This is an optimization exercise on Yosys and OpenROAD, whose aim is small area, not a production implementation.
Function was checked by simulation only, so behaviour that the tests miss may differ from the original.

==> flow/design.v (excerpt) <==
module labibus_core (
    input  wire         clk,
    input  wire         rst,
    input  wire         host_valid,
    output wire         host_ready,
    input  wire [1:0]   host_op,
    input  wire [7:0]   host_id,
    input  wire [15:0]  host_poll,
    input  wire [127:0] host_desc,
    input  wire [4:0]   host_desc_len,
    input  wire [63:0]  host_unit,
    input  wire [3:0]   host_unit_len,
    input  wire [31:0]  host_value,
    input  wire         rx_valid,
    input  wire [7:0]   rx_data,
    output wire         rx_ready,
    input  wire         turn_elapsed,
    input  wire         settle_elapsed,
    output wire         tx_valid,
    output reg  [7:0]   tx_data,
    input  wire         tx_ready,
    output wire         txc_clr,
    input  wire         txc,
    output reg          de,
    output reg          de_oe,
    output reg          uart_cfg_valid
);
    localparam [1:0] OP_CONFIGURE = 2'b01, OP_SET_VALUE = 2'b10;
    localparam [4:0] S_IDLE  = 5'd0,     
                     S_HW    = 5'd1,     
                     S_HC    = 5'd2,     
                     S_HL    = 5'd3,     
                     S_HA    = 5'd4,     
                     S_EW    = 5'd5,     
                     S_EC    = 5'd6,     
                     S_CV    = 5'd7,     
                     S_WS    = 5'd8,     
                     S_SYNC  = 5'd9,
                     S_BANG  = 5'd10,
                     S_IDH   = 5'd11,
                     S_IDL   = 5'd12,
                     S_COLON = 5'd13,
                     S_OP    = 5'd14,
                     S_SIGN  = 5'd15,
                     S_DIG   = 5'd16,    
                     S_DIGO  = 5'd17,    
                     S_DOT   = 5'd18,
                     S_BAR1  = 5'd19,
                     S_F0    = 5'd20,    
                     S_F1    = 5'd21,    
                     S_CHR   = 5'd22,    
  ...
==> flow/config.mk <==
export PLATFORM = sky130hd
export DESIGN_NAME = labibus_core
export DESIGN_NICKNAME = labibus_core
export VERILOG_FILES = /design/flow/design.v
export SDC_FILE = /design/flow/constraint.sdc
export NUM_CORES = 4
export LEC_CHECK = 0
export CAP_MARGIN = 20
export CORE_MARGIN = 2
export CORE_UTILIZATION = 45
export PLACE_DENSITY = 0.65
export SLEW_MARGIN = 20
==> flow/constraint.sdc <==
create_clock -name core_clock -period 20.0 [get_ports {clk}]
set_input_delay 4.0000 -clock core_clock [delete_from_list [all_inputs] [get_ports {clk}]]
set_output_delay 4.0000 -clock core_clock [all_outputs]
set_load 0.01 [all_outputs]
standard.sh (not shown) runs the stock make flow with config.mk's settings and CLKGATE_MAP_FILE= SYNTH_SCRIPT=/design/flow/synth_recipe.tcl, a recipe that flattens the netlist after the stock synthesis.
==> flow/flow/run.sh <==
#!/bin/bash
set -euo pipefail
export BUFFER_PORTS_ARGS="-buffer_cell sky130_fd_sc_hd__buf_1"
export CTS_ARGS="-sink_clustering_enable -repair_clock_nets -dont_use_dummy_load -sink_clustering_size 11 -sink_clustering_max_diameter 40 -buf_list {sky130_fd_sc_hd__clkbuf_4}"
bash standard.sh > standard_flow.log 2>&1
The first run produced a clean layout.
==> next run, changes <==
--- a/flow/design.v
+++ b/flow/design.v
@@ -146,45 +146,50 @@
         hit_idx = 3'd0;
         for (k = 7; k >= 0; k = k - 1)
             if (hit[k]) hit_idx = k[2:0];
     end
     wire [2:0] sel = any_hit ? hit_idx : n_occ[2:0];
     wire       hostmode = (st == S_HW) || (st == S_HC) || (st == S_HL) || (st == S_HA);
     wire       key7     = hostmode ? host_id[7] : rid[7];
     wire       key      = hostmode ? host_id[c2[2:0]] : rid[c2[2:0]];
     wire       found_lookup = any_hit && !key7;
     wire       found_find   = any_hit || !n_occ[3];
     wire [3:0] mh_sel = mh_all[4*sel +: 4];
     wire       bh_sel = bh_all[sel];
-    wire [191:0] hring;      
+    wire [255:0] hring;
     genvar gh;
     generate
-        for (gh = 0; gh < 24; gh = gh + 1) begin : hmap
-            if (gh >= 8) begin : d
-                assign hring[8*gh +: 8] = {host_desc[8*(23-gh) +: 4], host_desc[8*(23-gh) + 4 +: 4]};
+        for (gh = 0; gh < 64; gh = gh + 1) begin : hmap
+            localparam integer HI = gh / 16;
+            localparam integer LO = gh % 16;
+            localparam integer BA = (((7 - LO / 2) & 7) << 2) | (3 - HI);    
+            localparam integer NB = (LO % 2 == 0) ? 4 : 0;                   
+            if (LO < 4) begin : none
+                assign hring[4*gh +: 4] = 4'h0;
+            end else if (BA >= 8) begin : d
+                assign hring[4*gh +: 4] = host_desc[8*(23-BA) + NB +: 4];
             end else begin : u
-                assign hring[8*gh +: 8] = {host_unit[8*(7-gh) +: 4], host_unit[8*(7-gh) + 4 +: 4]};
+                assign hring[4*gh +: 4] = host_unit[8*(7-BA) + NB +: 4];
             end
         end
     endgenerate
-    reg  [47:0]  c1_oh;
     reg  [3:0]   hnib;
     integer q;
     always @(*) begin
-        for (q = 0; q < 48; q = q + 1) c1_oh[q] = (c1 == q);
         hnib = 4'h0;
-        for (q = 0; q < 48; q = q + 1) hnib = hnib | ({4{c1_oh[q]}} & hring[4*q +: 4]);
+        for (q = 0; q < 64; q = q + 1)
+            if (q % 16 >= 4) hnib = hnib | ({4{c1 == q}} & hring[4*q +: 4]);
     end
-    wire         hkeep = (c1[5] || c1[4]) ? ({1'b0, ~c1[5], ~c1[3:1]} < host_desc_len)
-                                          : ({1'b0, ~c1[3:1]} < host_unit_len);
+    wire         hkeep = !(c1[3] && c1[2]) ? ({1'b0, c1[3], c1[1], c1[5:4]} < host_desc_len)
+                                           : ({1'b0, c1[1], c1[5:4]} < host_unit_len);
     assign wnib = hkeep ? hnib : 4'h0;
     reg sbit;
     always @(*) begin
         if (c2 < 6'd32)       sbit = host_value[~c2[4:0]];
         else if (c2 < 6'd48)  sbit = host_poll[~c2[3:0]];
         else                  sbit = host_id[c2[2:0]];
     end
     wire conf_wr = (host_op == OP_CONFIGURE) && (host_desc_len != 5'd0) && found_find;
     wire set_wr  = (host_op == OP_SET_VALUE) && found_lookup;
     wire c2_last = (c2 == 6'd55);
     wire m_write = (st == S_HL) && conf_wr;
     wire b_write = ((st == S_HL) && conf_wr && (c2 >= 6'd32)) ||
@@ -264,33 +269,33 @@
     wire       inc_step = (st == S_CV) && (pass == 2'd2) && (ph != 4'd10);
     wire       inc_c    = (ph == 4'd0) || carry;
     wire       inc_wrap = inc_c && (br[3:0] == 4'd9);
     wire [3:0] br_inc   = inc_wrap ? 4'd0 : br[3:0] + {3'd0, inc_c};
     wire       br_clear = (st == S_IDLE) || (st == S_HW) || (st == S_HC) || (st == S_HL) ||
                           (st == S_HA) || (st == S_EW) || (st == S_EC);
     wire [3:0] br_in    = br_clear ? 4'h0 :
                           cv_step  ? {br_adj[2:0], (ph_eff == 4'd0) ? dd_bit : carry} :
                           inc_step ? br_inc :
                                      br[3:0];
     always @(posedge clk) begin
         uart_cfg_valid <= 1'b0;
-        c1 <= (c1 == 6'd47) ? 6'd0 : c1 + 6'd1;
+        c1 <= (c1[3:0] == 4'd15) ? {c1[5:4] + 2'd1, 4'd4} : c1 + 6'd1;
         c2 <= (c2 >= 6'd5) ? c2 - 6'd5 : c2 + 6'd51;
         br <= {br_in, br[43:4]};
         ph <= (ph_eff == 4'd10) ? 4'd0 : ph_eff + 4'd1;
         if (cv_step) carry <= br_adj[3];
         else if (inc_step) carry <= inc_wrap;
         if (rst) begin
             st    <= S_IDLE;
-            c1    <= 6'd0;
+            c1    <= 6'd4;
             c2    <= 6'd0;
             n_occ <= 4'd0;
             fa_n  <= 5'd0;
             de    <= 1'b0;
             de_oe <= 1'b0;
         end else begin
             if ((st == S_HW || st == S_EW) && c2_last)
                 m <= 8'hFF;
             else if ((st == S_HC || st == S_EC) && c2 >= 6'd48 && !c2_last)
                 m <= m & ~(bh_all ^ {8{key}});
             if (st == S_SYNC && tx_fire)
                 crc <= 16'h0000;
@@ -391,25 +396,25 @@
                     end else if (tx_fire) begin
                         started <= 1'b1;
                         if (a == 5'd0)                 st <= S_BAR1;
                         else if (r_poll && a == 5'd6)  st <= S_DOT;
                         else begin a <= a - 5'd1;      st <= S_DIG; end
                     end
                 end
                 S_DOT:   if (tx_fire) begin a <= a - 5'd1; st <= S_DIG; end
                 S_BAR1:  if (tx_fire) begin
                     a  <= 5'd23;
                     st <= r_poll ? S_CRC : S_F0;
                 end
-                S_F0: if (c1 == {a, 1'b0}) begin
+                S_F0: if (c1 == {~a[1:0], ~a[4:2], 1'b0}) begin
                     rid     <= {rid[3:0], mh_sel};
                     st      <= S_F1;
                 end
                 S_F1: begin
                     rid     <= {rid[3:0], mh_sel};
                     st      <= S_CHR;
                 end
                 S_CHR: if (tx_fire) begin
                     if (cb_end) begin
                         if (!in_desc) st <= S_CRC;
                         else begin a <= 5'd7; st <= S_F0; end
                     end else if (cb_esc) begin
The changed run completed with no timing, DRC or antenna violations.
Critical path depth increases by 1.
Register-to-register slack is worse by 120 ps.
Worst setup slack is worse by 24 ps.
Global-route usage decreases by 1.3 points.
Wire length decreases by 8.5%.

==> afterwards: timing with drivers on the ports <==
Ports are ideal in the flow. The routed layouts listed here were re-timed in OpenROAD.
Step 1 (the two cells are an assumption about what drives the block):
set clk [get_ports {clk}]
set_driving_cell -lib_cell sky130_fd_sc_hd__clkbuf_16 $clk
set_driving_cell -lib_cell sky130_fd_sc_hd__buf_2 [delete_from_list [all_inputs] $clk]
Step 2, shift: input delay + t, output delay - t, t = (earliest + latest rising clock arrival at the registers) / 2. This alone moves slack from input paths to output paths.
Slacks: ideal / step 1 / step 2; pairs: ideal / step 1.
| run | shift t [ns] | setup slack, ns | hold WS [ns] | worst register clock-pin slew, ns | worst slew at a driven data input, ns |
|---|---|---|---|---|---|
| the first run | 1.053 | 11.200 / 11.179 / 11.179 | 0.230 / 0.230 / 0.230 | 0.11 / 0.11 | 0.15 |
| the second run | 1.090 | 11.177 / 11.150 / 11.150 | 0.257 / 0.257 / 0.257 | 0.12 / 0.12 | 0.11 |
After both steps every run listed still meets setup and hold. The setup slack of the second run, which loses most, moves by -0.027 ns with the drivers and by -0.027 ns with both steps.
